From an optimization exercise on the open Yosys and OpenROAD flow, aimed at small area; shortcuts taken in it are not production practice. In this exercise RTL edits were held to simulation tests only and were not proved equivalent to the original. Power figures rest on the tool's default switching activity, not on a simulated workload.

==> trial 25 <==
Design frame_frontend, start of the top module:
module frame_frontend (
    input  wire       clk,
    input  wire       rst,
    input  wire       rx_valid,
    input  wire [7:0] rx_data,
    output wire       rx_ready,
    output wire [2:0] fr_state,
    output wire       fr_complete,
    output wire       fr_faulted,
    output wire [5:0] fr_flags,
    output wire [7:0] fr_opcode,
    output wire [7:0] fr_len,
    output wire [7:0] pl_len,
    input  wire [7:0] pl_idx,
    output wire [7:0] pl_data,
    output wire       gc_start,
    input  wire       gc_done,
    input  wire [2:0] gc_flags,
    output wire       res_valid,
    output wire [1:0] res_code,
    output wire [9:0] res_flags
);
clock: 10.0 ns
lec_check: 0
cap_margin: 20
core_margin: 2
core_utilization: 55
place_density: 0.8
setup_slack_margin: 0.3
slew_margin: 20
synth_hierarchical: 1
synth_minimum_keep_size: 0
standard.sh (not shown) runs the stock make flow with config.mk's settings and CLKGATE_MAP_FILE= SYNTH_SCRIPT=/design/flow/synth_recipe.tcl, a recipe that flattens the netlist after the stock synthesis.
==> flow/flow/run.sh <==
#!/bin/bash
# Standard layout, with two changes picked through environment variables
# that ORFS reads: a clock tree of small clock buffers in small clusters,
# without dummy loads, and buf_1 as the port buffer.
set -euo pipefail
export CTS_ARGS="-sink_clustering_enable -repair_clock_nets -dont_use_dummy_load -buf_list sky130_fd_sc_hd__clkbuf_4 -sink_clustering_size 10 -sink_clustering_max_diameter 45"
export BUFFER_PORTS_ARGS="-buffer_cell sky130_fd_sc_hd__buf_1"
bash standard.sh > standard.log 2>&1
==> inputs of build 96, as changes to trial 25 <==
--- a/flow/design.v
+++ b/flow/design.v
@@ -43,65 +43,53 @@
                      S_ACC   = 3'd4,
                      S_DONE  = 3'd5,
                      S_FAULT = 3'd6;
     localparam F_PRE = 0, F_LEN = 1, F_SEQ = 2, F_ADDR = 3, F_CRC = 4;
     localparam integer NPL = 249;   
     reg [2:0] rx_state;
     reg       got0;       
     reg [7:0] cnt;        
-    reg [7:0] rx_pll;     
+    reg [7:0] rx_len;
     reg [7:0] rx_crc;
     reg [4:0] rx_flags;
+    reg [8*NPL-1:0] sr;   
     assign rx_ready = ~rst & ~rx_state[2] | ~rst & (rx_state == S_ACC);
     wire accept = rx_valid & rx_ready;
     wire [7:0] crc_next;
     crc8_step u_crc (.crc_in(rx_crc), .data(rx_data), .crc_out(crc_next));
     function [7:0] crc1;
         input [7:0] b;
         integer i;
         begin
             crc1 = 8'h00;
             for (i = 7; i >= 0; i = i - 1)
                 crc1 = (crc1[7] ^ b[i]) ? ({crc1[6:0], 1'b0} ^ 8'h31) : {crc1[6:0], 1'b0};
         end
     endfunction
     localparam [7:0] CRC_PRE0 = crc1(P_PRE0);
-    assign pl_len = rx_pll;
+    assign pl_len = rx_len - 8'd4;
     wire is_op     = &cnt;
     wire last_byte = (cnt == pl_len);
     wire in_acc    = (rx_state == S_ACC);
     wire shift     = accept & in_acc & ~last_byte;
-    wire shift_n   = ~shift;
-    wire [NPL-1:0] rd_sel;
-    genvar b;
-    generate
-        for (b = 0; b < 8; b = b + 1) begin : g_col
-            reg  [NPL-1:0] col;
-            wire [NPL-1:0] col_nxt;
-            sr_hold #(.N(NPL)) u_hold (
-                .q(col), .d({col[NPL-2:0], rx_data[b]}),
-                .en(shift), .en_n(shift_n), .y(col_nxt));
-            always @(posedge clk)
-                col <= col_nxt;
-            wire [NPL/3-1:0] grp_n;
-            rd_leaves #(.NPL(NPL)) u_leaves (.d(col), .sel(rd_sel), .y_n(grp_n));
-            rd_or_tree u_or (.a_n(grp_n), .y(pl_data[b]));
-        end
-    endgenerate
+    always @(posedge clk) begin
+        if (shift)
+            sr <= {sr[8*NPL-9:0], rx_data};
+    end
     always @(posedge clk) begin
         if (accept & in_acc & is_op)
             opcode <= rx_data;
     end
     always @(posedge clk) begin
         if (rst || rearm) begin
             rx_state <= S_PRE;
             got0     <= 1'b0;
             cnt      <= 8'hFF;
-            rx_pll   <= 8'hFC;    
+            rx_len   <= 8'd0;
             rx_crc   <= 8'd0;
             rx_flags <= 5'd0;
         end else if (accept) begin
             if (!(in_acc && last_byte))
                 rx_crc <= crc_next;
             case (rx_state)
                 S_PRE: begin
                     got0 <= 1'b1;
@@ -110,17 +98,17 @@
                             rx_state <= S_LEN;
                         end else begin
                             rx_state        <= S_FAULT;
                             rx_flags[F_PRE] <= 1'b1;
                         end
                     end
                 end
                 S_LEN: begin
-                    rx_pll <= rx_data - 8'd4;
+                    rx_len <= rx_data;
                     if (rx_data >= 8'd4 && rx_data <= 8'd253) begin
                         rx_state <= S_SEQ;
                     end else begin
                         rx_state        <= S_FAULT;
                         rx_flags[F_LEN] <= 1'b1;
                     end
                 end
                 S_SEQ: begin
@@ -152,18 +140,33 @@
                 end
                 default: ;
             endcase
         end
     end
     wire [7:0] rd_pos = pl_len + ~pl_idx;
     assign state   = rx_state;
     assign flags   = rx_flags;
-    assign len     = rx_pll + 8'd4;
+    assign len     = rx_len;
+    wire [NPL-1:0] rd_sel;
     rd_decode u_dec (.pos(rd_pos), .sel(rd_sel));
+    genvar b, m;
+    generate
+        for (b = 0; b < 8; b = b + 1) begin : g_bit
+            wire [NPL/3-1:0] grp_n;
+            for (m = 0; m < NPL/3; m = m + 1) begin : g_grp
+                rd_aoi3 u_aoi (
+                    .d0(sr[8*(3*m)   + b]), .s0(rd_sel[3*m]),
+                    .d1(sr[8*(3*m+1) + b]), .s1(rd_sel[3*m+1]),
+                    .d2(sr[8*(3*m+2) + b]), .s2(rd_sel[3*m+2]),
+                    .y_n(grp_n[m]));
+            end
+            rd_or_n #(.N(NPL/3)) u_or (.a_n(grp_n), .y(pl_data[b]));
+        end
+    endgenerate
 endmodule
 module rd_decode #(
     parameter integer N = 249
 ) (
     input  wire [7:0]   pos,
     output wire [N-1:0] sel
 );
     wire [15:0] hi_n, lo_n;
@@ -175,91 +178,42 @@
             rd_nor2 u_sel (.a(hi_n[k / 16]), .b(lo_n[k % 16]), .y(sel[k]));
         end
     endgenerate
 endmodule
 module rd_pre4 (
     input  wire [3:0]  a,
     output wire [15:0] y_n
 );
-    wire [3:0] a_n;
     genvar k;
     generate
-        for (k = 0; k < 4; k = k + 1) begin : g_inv
-            g_inv u_inv (.a(a[k]), .y(a_n[k]));
-        end
         for (k = 0; k < 16; k = k + 1) begin : g_k
-            g_nand4 u_nand (
-                .a(k & 1 ? a[0] : a_n[0]), .b(k & 2 ? a[1] : a_n[1]),
-                .c(k & 4 ? a[2] : a_n[2]), .d(k & 8 ? a[3] : a_n[3]),
-                .y(y_n[k]));
+            assign y_n[k] = ~(a == k);
         end
     endgenerate
 endmodule
 module rd_nor2 (
     input  wire a, b,
     output wire y
 );
     assign y = ~(a | b);
 endmodule
-module rd_leaves #(
-    parameter integer NPL = 249
-) (
-    input  wire [NPL-1:0]   d,
-    input  wire [NPL-1:0]   sel,
-    output wire [NPL/3-1:0] y_n
+module rd_aoi3 (
+    input  wire d0, s0, d1, s1, d2, s2,
+    output wire y_n
 );
-    wire [NPL-1:0] t = d & sel;
-    genvar m;
-    generate
-        for (m = 0; m < NPL / 3; m = m + 1) begin : g_m
-            assign y_n[m] = ~|t[3*m +: 3];
-        end
-    endgenerate
+    assign y_n = ~((d0 & s0) | (d1 & s1) | (d2 & s2));
 endmodule
-module rd_or_tree (
-    input  wire [82:0] a_n,
-    output wire        y
-);
-    wire [20:0] part;
-    genvar k;
-    generate
-        for (k = 0; k < 20; k = k + 1) begin : g_k
-            g_nand4 u_nand (.a(a_n[4*k]), .b(a_n[4*k+1]), .c(a_n[4*k+2]), .d(a_n[4*k+3]), .y(part[k]));
-        end
-    endgenerate
-    g_nand3 u_last (.a(a_n[80]), .b(a_n[81]), .c(a_n[82]), .y(part[20]));
-    rd_or21 u_or (.a(part), .y(y));
-endmodule
-module rd_or21 (
-    input  wire [20:0] a,
-    output wire        y
-);
-    assign y = |a;
-endmodule
-module g_nand4 (input wire a, b, c, d, output wire y); assign y = ~(a & b & c & d); endmodule
-module g_nand3 (input wire a, b, c, output wire y); assign y = ~(a & b & c); endmodule
-module g_nand2 (input wire a, b, output wire y); assign y = ~(a & b); endmodule
-module g_nor4 (input wire a, b, c, d, output wire y); assign y = ~(a | b | c | d); endmodule
-module g_nor3 (input wire a, b, c, output wire y); assign y = ~(a | b | c); endmodule
-module g_nor2 (input wire a, b, output wire y); assign y = ~(a | b); endmodule
-module g_or4 (input wire a, b, c, d, output wire y); assign y = a | b | c | d; endmodule
-module g_or3 (input wire a, b, c, output wire y); assign y = a | b | c; endmodule
-module g_or2 (input wire a, b, output wire y); assign y = a | b; endmodule
-module g_inv (input wire a, output wire y); assign y = ~a; endmodule
-module sr_hold #(
-    parameter integer N = 249
+module rd_or_n #(
+    parameter integer N = 83
 ) (
-    input  wire [N-1:0] q,
-    input  wire [N-1:0] d,
-    input  wire         en,
-    input  wire         en_n,
-    output wire [N-1:0] y
+    input  wire [N-1:0] a_n,
+    output wire         y
 );
-    assign y = (q & {N{en_n}}) | (d & {N{en}});
+    assign y = ~&a_n;
 endmodule
 module dispatcher #(
     parameter [7:0] P_OPC_GCODE = 8'h01
 ) (
     input  wire       clk,
     input  wire       rst,
     input  wire       fr_complete,
     input  wire       fr_faulted,
==> flow/flow/run.sh (replaced) <==
#!/bin/bash
# Standard layout, with two changes picked through environment variables
# that ORFS reads: a clock tree of small clock buffers in small clusters,
# without dummy loads, and buf_2 as the port buffer.
set -euo pipefail
export CTS_ARGS="-sink_clustering_enable -repair_clock_nets -dont_use_dummy_load -buf_list sky130_fd_sc_hd__clkbuf_4 -sink_clustering_size 8 -sink_clustering_max_diameter 50"
export BUFFER_PORTS_ARGS="-buffer_cell sky130_fd_sc_hd__buf_2"
bash standard.sh > standard.log 2>&1
==> flow/config.mk (replaced) <==
export PLATFORM = sky130hd
export DESIGN_NAME = frame_frontend
export DESIGN_NICKNAME = frame_frontend
export VERILOG_FILES = /design/flow/design.v
export SDC_FILE = /design/flow/constraint.sdc
export NUM_CORES = 4
export LEC_CHECK = 0
export CAP_MARGIN = 20
export CORE_MARGIN = 2
export CORE_UTILIZATION = 60
export PLACE_DENSITY = 0.7
export SLEW_MARGIN = 20
export SYNTH_HIERARCHICAL = 1
export SYNTH_MINIMUM_KEEP_SIZE = 0
==> inputs of trial 81, as changes to trial 25 <==
==> flow/config.mk (replaced) <==
export PLATFORM = sky130hd
export DESIGN_NAME = frame_frontend
export DESIGN_NICKNAME = frame_frontend
export VERILOG_FILES = /design/flow/design.v
export SDC_FILE = /design/flow/constraint.sdc
export NUM_CORES = 4
export LEC_CHECK = 0
export CAP_MARGIN = 20
export CORE_MARGIN = 2
export CORE_UTILIZATION = 62
export PLACE_DENSITY = 0.72
export SETUP_SLACK_MARGIN = 0.3
export SLEW_MARGIN = 20
export SYNTH_HIERARCHICAL = 1
export SYNTH_MINIMUM_KEEP_SIZE = 0
==> qor summary <==
                                                        build 96                 trial 81                 trial 25
Slack of the critical path                              0.147 ns                 0.363 ns                 0.292 ns
Post-synth EDFFs                                            2000                        8                        8
Xor and xnor area share after synthesis                  0.00771                  0.00706                  0.00706
Clock latency on the worst-skew pair                     1.30 ns                  1.33 ns                  1.25 ns
Antenna diodes                                                12                        7                        4
Met1 Track Usage GR                                        0.435                    0.458                    0.386
Clock share of power                                       0.289                    0.292                    0.291
X dimension of the die                                    352 um                   351 um                   372 um
Synth Instances                                             3522                     5989                     5989
Row Count                                                    127                      127                      135
Max Fclk                                               0.101 GHz                0.104 GHz                0.103 GHz
Endpoint of the worst hold-timing path              u_rx.sr[691]   u_rx.g_col[1].col[239]    u_rx.g_col[3].col[54]
H-Tree Depth                                                   5                        4                        4
Die height                                                352 um                   351 um                   372 um
Average size of a mapped cell                         20.6 sq um               12.5 sq um               12.5 sq um
Run status                               complete, no violations  complete, no violations  complete, no violations

==> what the ideal ports hide <==
The flow's constraints put no driver on any port. The routed layouts listed below were extracted and timed again, unchanged, in two steps.
Step 1: set_driving_cell puts a clkbuf_16 on clk and a buf_2 on each other input, an assumption about the parent block.
Step 2 times the ports against the registers' clock, not the clock port: input delays grow and output delays shrink by t, the midpoint of the rising clock arrivals with the driver on.
Three values: no drivers, after step 1, after step 2; two values: the first two.
| run | t (ns) | setup slack, ns | worst hold slack (ns) | latest minus earliest clock arrival (ns) |
|---|---|---|---|---|
| trial 25 | 1.265 | 0.292 / 0.270 / 0.270 | 0.422 / 0.422 / 0.422 | 0.172 / 0.172 |
| build 96 | 1.328 | 0.147 / 0.127 / 0.127 | 0.405 / 0.405 / 0.405 | 0.095 / 0.094 |
| trial 81 | 1.348 | 0.363 / 0.337 / 0.337 | 0.450 / 0.450 / 0.450 | 0.111 / 0.112 |
After both steps setup and hold are still met in every run listed. The setup slack of trial 81, which loses most, moves by -0.026 ns with the drivers and by -0.026 ns with both steps.
